From an optimization exercise on the open Yosys and OpenROAD flow, aimed at small area; shortcuts taken in it are not production practice.
The RTL was checked by simulation tests, not by an equivalence proof against the original design.
Power figures rest on the tool's default switching activity, not on a simulated workload.

==> flow/design.v <==
module ppm_core (
    input  wire        clk,
    input  wire        rst,           
    input  wire        op_valid,
    input  wire [63:0] op_word,
    output reg         rsp_valid,
    output reg  [1:0]  rsp_status,
    output wire [31:0] rsp_data,
    output wire [1:0]  mode,          
    output wire [15:0] enc_reload,    
    output wire [31:0] err_count      
);
    localparam [1:0] S_OK = 2'd0, S_NOT_READY = 2'd1, S_OUT_OF_RANGE = 2'd2, S_NONE = 2'd3;
    function [32:0] rca;
        input [31:0] a;
        input [31:0] b;
        input        ci;
        integer i;
        reg c;
        begin
            c = ci;
            for (i = 0; i < 32; i = i + 1) begin
                rca[i] = a[i] ^ b[i] ^ c;
                c = (a[i] & b[i]) | (a[i] & c) | (b[i] & c);
            end
            rca[32] = c;
        end
    endfunction
    function ge;
        input [31:0] x;
        input [31:0] c;
        integer i;
        reg g;
        begin
            g = 1'b1;
            for (i = 0; i < 32; i = i + 1)
                g = c[i] ? (x[i] & g) : (x[i] | g);
            ge = g;
        end
    endfunction
    reg [1:0]   mode_q;
    reg [1:0]   rsel_q;           
    reg [87:0]  bank_a;
    reg [87:0]  bank_b;
    reg         bz_q;             
    reg         neg_q;
    reg [3:0]   cnt_q;
    reg [2:0]   ci_q;
    reg [18:0]  r_q;
    reg [31:0]  lr_q;
    reg [6:0]   si_q;             
    reg [18:0]  w_q;
    reg [6:0]   pc_q;             
    reg [1:0]   noisy_q;
    reg [31:0]  fc_q;             
    reg [31:0]  ec_q;             
    reg         pcv_q;            
    wire [3:0]  op     = op_word[63:60];
    wire        f_ovf  = op_word[59];
    wire        f_cpf  = op_word[58];
    wire [15:0] f_pm1  = op_word[31:16];
    wire [15:0] f_val  = op_word[15:0];
    wire is_dec = mode_q[0];
    wire is_enc = mode_q[1];
    wire is_uni = ~mode_q[0] & ~mode_q[1];
    wire op_lrx   = op_valid &  op[3];
    wire op_evt   = op_valid & ~op[3] & (op[2:0] == 3'd0);
    wire op_init  = op_valid & ~op[3] & (op[2:0] == 3'd1);
    wire op_deini = op_valid & ~op[3] & (op[2:0] == 3'd2);
    wire op_nfa   = op_valid & ~op[3] & (op[2:0] == 3'd3);
    wire op_chw   = op_valid & ~op[3] & (op[2:0] == 3'd4);
    wire op_stage = op_valid & ~op[3] & (op[2:0] == 3'd5);
    wire op_swap  = op_valid & ~op[3] & (op[2:0] == 3'd6);
    wire op_ltx   = op_valid & ~op[3] & (op[2:0] == 3'd7);
    wire [10:0] rd_raw = bank_b[ci_q*11 +: 11];
    wire [32:0] rd_s   = rca({21'd0, rd_raw}, 32'd750, 1'b0);
    wire [11:0] rd_val = rd_s[11:0];
    wire        dev  = op_evt & is_dec & (f_ovf | f_cpf);
    wire [32:0] a_s  = rca({16'd0, f_ovf ? f_pm1 : 16'd0}, {16'd0, f_cpf ? f_val : 16'd0}, f_ovf);
    wire [32:0] s_s  = rca({{13{r_q[18]}}, r_q}, {15'd0, a_s[16:0]}, pcv_q);
    wire        neg  = s_s[19];
    wire [18:0] tpos = neg ? 19'd0 : s_s[18:0];
    wire [32:0] x_s     = rca({14'd0, w_q[17:0]}, {13'd0, s_s[18:0]}, 1'b0);
    wire        thr     = w_q[18] | (~neg & (x_s[18] | x_s[19]));
    wire [18:0] ts_n    = neg ? w_q : {thr, x_s[17:0]};
    wire        fc_nz    = |fc_q;
    wire        stale    = thr & fc_nz;
    wire        big      = ge({13'd0, tpos}, 32'd2301);
    wire        term     = big & ~neg_q;
    wire        n_nz     = |si_q;
    wire        n_eq     = si_q == pc_q;
    wire        noisy_hi = noisy_q == 2'd3;
    wire        commit_c = n_eq & ~noisy_hi;
    wire        err_t    = ((pc_q != 7'd0) & ~n_eq) | noisy_hi;
    wire        chan     = ~big & ~neg_q & f_cpf;
    wire        short_p  = chan & ~ge({13'd0, tpos}, 32'd750);
    wire        store_c  = chan & ~short_p;
    wire        d_term   = dev & term & n_nz;           
    wire        d_commit = d_term & commit_c;
    wire        d_ecinc  = dev & ((term & n_nz & ~commit_c & err_t) | short_p);
    wire        d_stale  = dev & stale;
    wire        d_store  = dev & store_c;
    wire [2:0]  s_idx    = (|si_q[6:3]) ? 3'd7 : si_q[2:0];
    wire [10:0] raw7     = bank_a[7*11 +: 11];
    wire [11:0] wsrc     = op_evt ? s_s[11:0]
                         : ~ge({16'd0, f_val}, 32'd850) ? 12'd850
                         :  ge({16'd0, f_val}, 32'd2201) ? 12'd2200 : f_val[11:0];
    wire [32:0] wd_s     = rca({20'd0, wsrc}, ~32'd750, 1'b1);
    wire [10:0] wdata    = wd_s[10:0];
    wire [32:0] jd_s     = rca({21'd0, wdata}, ~{21'd0, raw7}, 1'b1);
    wire [11:0] jd       = jd_s[11:0];
    wire        jit      = jd[11] ? ~ge({20'd0, jd}, 32'hDA9) : ge({20'd0, jd}, 32'd600);    
    wire        noisy_inc = (|si_q[6:3]) & jit;
    wire [32:0] fc_inc   = rca(fc_q, 32'd0, 1'b1);
    wire [32:0] ec_inc   = rca(ec_q, 32'd0, 1'b1);
    wire        eev      = op_evt & is_enc & f_ovf;
    wire [11:0] w        = bz_q ? 12'd850 : rd_val;
    wire [32:0] bs_s     = rca({17'd0, r_q[14:0]}, ~{20'd0, w}, 1'b1);
    wire [14:0] bsub     = bs_s[14:0];
    wire        bgt      = ~bs_s[15] & (|bs_s[14:0]);
    wire [3:0]  ci_inc   = {1'b0, ci_q} + 4'd1;
    wire        chw_ok   = is_dec & (op_word[7:3] == 5'd0) & ({1'b0, op_word[2:0]} < cnt_q);
    wire        stage_ok = is_enc & (op_word[23:19] == 5'd0);
    wire        fc_new   = fc_q != lr_q;
    wire [2:0]  wa_idx   = op_evt ? s_idx : op_word[18:16];
    wire        wa_en    = d_store | (op_stage & stage_ok);
    wire        b_copy   = d_commit | (op_swap & is_enc);
    integer k;
    always @(posedge clk) begin
        for (k = 0; k < 8; k = k + 1) begin
            if ((wa_en & (wa_idx == k)) | op_init)
                bank_a[k*11 +: 11] <= wdata;
        end
        if (b_copy)
            bank_b <= bank_a;
    end
    always @(posedge clk) begin
        if (rst) begin
            mode_q    <= 2'd0;
            rsp_valid <= 1'b0;
        end else begin
            rsp_valid <= op_valid;
            if (op_init)
                mode_q <= op_word[1:0];
            else if (op_deini)
                mode_q <= 2'd0;
        end
    end
    always @(posedge clk) begin
        rsp_status <= S_OK;
        rsel_q     <= 2'd0;
        if (op_ltx)
            rsp_status <= S_NONE;
        if (op_lrx)
            rsel_q <= 2'd3;
        if (op_nfa | op_chw | op_stage | op_swap) begin
            if (is_uni)
                rsp_status <= S_NOT_READY;
            else if ((op_nfa | op_chw) ? is_enc : is_dec)
                rsp_status <= S_OUT_OF_RANGE;
            else if (op_chw & ~chw_ok)
                rsp_status <= S_OUT_OF_RANGE;
            else if (op_stage & ~stage_ok)
                rsp_status <= S_OUT_OF_RANGE;
        end
        if (op_nfa & is_dec & fc_new)
            rsel_q <= 2'd1;
        if (op_chw & chw_ok & ~bz_q)
            rsel_q <= 2'd2;
    end
    always @(posedge clk) begin
        if (b_copy)
            bz_q <= 1'b0;
        else if (op_init | d_stale)
            bz_q <= 1'b1;
    end
    always @(posedge clk) begin
        if (op_init) begin
            neg_q    <= 1'b1;
            cnt_q    <= 4'd0;
            r_q      <= op_word[1] ? 19'd20000 : 19'd0;
            lr_q     <= op_word[1] ? 32'd20000 : 32'd0;
            w_q      <= 19'd62144;
            pc_q     <= 7'd0;
            fc_q     <= 32'd0;
            ec_q     <= 32'd0;
            pcv_q    <= 1'b0;
        end else begin
            if (op_nfa & is_dec)
                lr_q <= fc_q;
            if (op_chw & is_dec)
                ci_q <= op_word[2:0];
            if (dev) begin
                pcv_q <= f_cpf;
                if (f_cpf) begin
                    r_q <= {3'b111, ~f_val};
                    w_q <= d_commit ? 19'd62144 : ts_n;
                end else if (d_commit) begin
                    r_q <= 19'd4096;
                    w_q <= 19'd58048;
                end else begin
                    r_q <= tpos[18] ? 19'd4096 : {1'b0, tpos[17:0]};
                    w_q[18] <= thr;
                end
                if (stale)
                    fc_q <= {31'd0, d_term};
                else if (d_term & ~fc_inc[32])
                    fc_q <= fc_inc[31:0];
                if (stale)
                    ec_q <= {31'd0, d_ecinc};
                else if (d_ecinc & ~ec_inc[32])
                    ec_q <= ec_inc[31:0];
                if (big) begin
                    neg_q   <= 1'b0;
                    si_q    <= 7'd0;
                    noisy_q <= 2'd0;
                    if (term & n_nz)
                        pc_q <= si_q;
                    if (d_commit)
                        cnt_q <= ge({25'd0, si_q}, 32'd9) ? 4'd8 : si_q[3:0];
                end else if (short_p) begin
                    neg_q <= 1'b1;
                end else if (store_c) begin
                    if (~(&si_q))
                        si_q <= si_q + 7'd1;
                    if (noisy_inc & ~noisy_hi)
                        noisy_q <= noisy_q + 2'd1;
                end
            end
            if (op_swap & is_enc)
                cnt_q <= (op_word[7:3] != 5'd0) ? 4'd8 : {1'b0, op_word[2:0]};
            if (eev) begin
                if (neg_q) begin
                    lr_q[14:0] <= ge({17'd0, r_q[14:0]}, 32'd2302) ? r_q[14:0] : 15'd2301;
                    r_q        <= 19'd20000;
                    if (cnt_q != 4'd0) begin
                        neg_q <= 1'b0;
                        ci_q  <= 3'd0;
                    end
                end else begin
                    lr_q[14:0] <= {3'd0, w};
                    r_q        <= {4'b0, bgt ? bsub : 15'd0};
                    ci_q       <= ci_inc[2:0];
                    if (ci_inc >= cnt_q)
                        neg_q <= 1'b1;
                end
            end
        end
    end
    assign mode       = mode_q;
    assign enc_reload = {1'b0, lr_q[14:0]};
    assign err_count  = ec_q;
    assign rsp_data   = ({32{rsel_q == 2'd1}} & fc_q)
                      | ({32{rsel_q == 2'd2}} & {20'd0, rd_val})
                      | {31'd0, rsel_q == 2'd3};
endmodule
==> flow/config.mk <==
export PLATFORM = sky130hd
export DESIGN_NAME = ppm_core
export DESIGN_NICKNAME = ppm_core
export VERILOG_FILES = /design/flow/design.v
export SDC_FILE = /design/flow/constraint.sdc
export NUM_CORES = 4
export LEC_CHECK = 0
export ABC_AREA = 0
export CAP_MARGIN = 20
export CORE_MARGIN = 2
export CORE_UTILIZATION = 50
export GPL_TIMING_DRIVEN = 0
export PLACE_DENSITY = 0.65
export SLEW_MARGIN = 20
==> flow/constraint.sdc <==
create_clock -name core_clock -period 15.0 [get_ports {clk}]
set_input_delay 3.0000 -clock core_clock [delete_from_list [all_inputs] [get_ports {clk}]]
set_output_delay 3.0000 -clock core_clock [all_outputs]
set_load 0.01 [all_outputs]
standard.sh (not shown) runs the stock make flow with config.mk's settings and CLKGATE_MAP_FILE= SYNTH_SCRIPT=/design/flow/synth_recipe.tcl, a recipe that flattens the netlist after the stock synthesis.
==> flow/flow/run.sh <==
#!/bin/bash
# Layout: the standard flow (standard.sh, with its synthesis unchanged),
# with two settings passed to ORFS:
#  - port buffers use the smallest buffer cell (every port still gets one);
#  - CTS builds the tree from clkbuf_8 with clusters of at most 14 sinks and
#    no dummy loads.
# Each ORFS step writes its full log under orfs/logs/; make's output is in
# flow.log.
set -euo pipefail
export BUFFER_PORTS_ARGS="-buffer_cell sky130_fd_sc_hd__buf_1"
export CTS_ARGS="-sink_clustering_enable -repair_clock_nets -dont_use_dummy_load -buf_list {sky130_fd_sc_hd__clkbuf_8} -sink_clustering_size 14 -sink_clustering_max_diameter 60"
bash standard.sh finish > flow.log 2>&1
Edit:
- CORE_UTILIZATION: 50 -> 60
- GPL_TIMING_DRIVEN: 0 -> default
- PLACE_DENSITY: 0.65 -> 0.72
Outcome:
- The new run finished with timing, DRC and antenna clean
- clock skew went up by 0.019 ns
- clock power went down by about 8%
- register-to-register slack gets better by 0.10 ns
- design area went down by 2.9%
- global-route usage went up by 2.3 points
- count of clock-buffer cells in the layout went down by 4
- cell count went down by about 7%
- synthesized cell count does not change
- via count went down by 2.0%
Edit:
==> flow/flow/run.sh (replaced) <==
#!/bin/bash
set -euo pipefail
export BUFFER_PORTS_ARGS="-buffer_cell sky130_fd_sc_hd__buf_1"
export CTS_ARGS="-sink_clustering_enable -repair_clock_nets -dont_use_dummy_load -buf_list {sky130_fd_sc_hd__clkbuf_8} -sink_clustering_size 17 -sink_clustering_max_diameter 60"
bash standard.sh finish > flow.log 2>&1
Sequential share of layout area barely changes.
Clock-buffer cell count went down by 1.
Via count stays flat.
Global-route usage stays flat.
Maximum frequency is about the same.
Total power falls slightly.
Setup slack gains 0.015 ns.
Register-to-register slack degrades by 0.05 ns.
Edit:
==> flow/flow/run.sh (replaced) <==
#!/bin/bash
# Layout: the standard flow (standard.sh, with its synthesis unchanged),
# with two settings passed to ORFS:
#  - port buffers use the smallest buffer cell (every port still gets one);
#  - CTS builds the tree from clkbuf_4 with clusters of at most 9 sinks and
#    no dummy loads.
# Each ORFS step writes its full log under orfs/logs/; make's output is in
# flow.log.
set -euo pipefail
export BUFFER_PORTS_ARGS="-buffer_cell sky130_fd_sc_hd__buf_1"
export CTS_ARGS="-sink_clustering_enable -repair_clock_nets -dont_use_dummy_load -buf_list {sky130_fd_sc_hd__clkbuf_4} -sink_clustering_size 9 -sink_clustering_max_diameter 50"
bash standard.sh finish > flow.log 2>&1
- CAP_MARGIN: 20 -> 0
- SLEW_MARGIN: 20 -> 0
Effect:
- The new run completed without violations
- flip-flop and latch count stays the same
- clock power came out lower by 5.9%
- fmax stays flat
- cell area decreases by 0.40%
- non-clock buffer count drops by 1
- area after synthesis stays the same
- sequential share of layout area rises by 0.20 points
- total power falls by 1.5%
- die area is unchanged
- routed wire length increases by 0.65%
Edit:
- CAP_MARGIN: 0 -> 20
- SLEW_MARGIN: 0 -> 20
What happened: Final area barely changes. Via count rose by 0.35%. Routed wire length stays flat.

## static timing again, ports no longer ideal
In the flow no input, the clock included, has a driving cell. The finished layouts below were timed again as built, in two steps. Step 1 (the two cells are an assumption about what drives the block):
set clk [get_ports {clk}]
set_driving_cell -lib_cell sky130_fd_sc_hd__clkbuf_16 $clk
set_driving_cell -lib_cell sky130_fd_sc_hd__buf_2 [delete_from_list [all_inputs] $clk]
Step 2 times the ports against the registers' clock, not the clock port: input delays grow and output delays shrink by t, the midpoint of the rising clock arrivals with the driver on. a / b / c = no drivers / after step 1 / after step 2; a / b = the first two.
run	t (ns)	setup slack, ns	worst setup path after step 2	clock arrival spread, ns	worst data-port slew with drivers (ns)
the first run	0.582	0.613 / 0.637 / 0.055	input to register	0.080 / 0.080	0.09
the second run	0.626	1.507 / 1.519 / 0.893	input to register	0.094 / 0.094	0.07
the third run	0.630	1.522 / 1.535 / 0.905	input to register	0.120 / 0.121	0.06
the fourth run	0.685	1.553 / 1.565 / 0.879	input to register	0.073 / 0.073	0.06
the fifth run	0.686	1.549 / 1.561 / 0.875	input to register	0.078 / 0.079	0.06
After both steps every run listed still meets setup and hold.
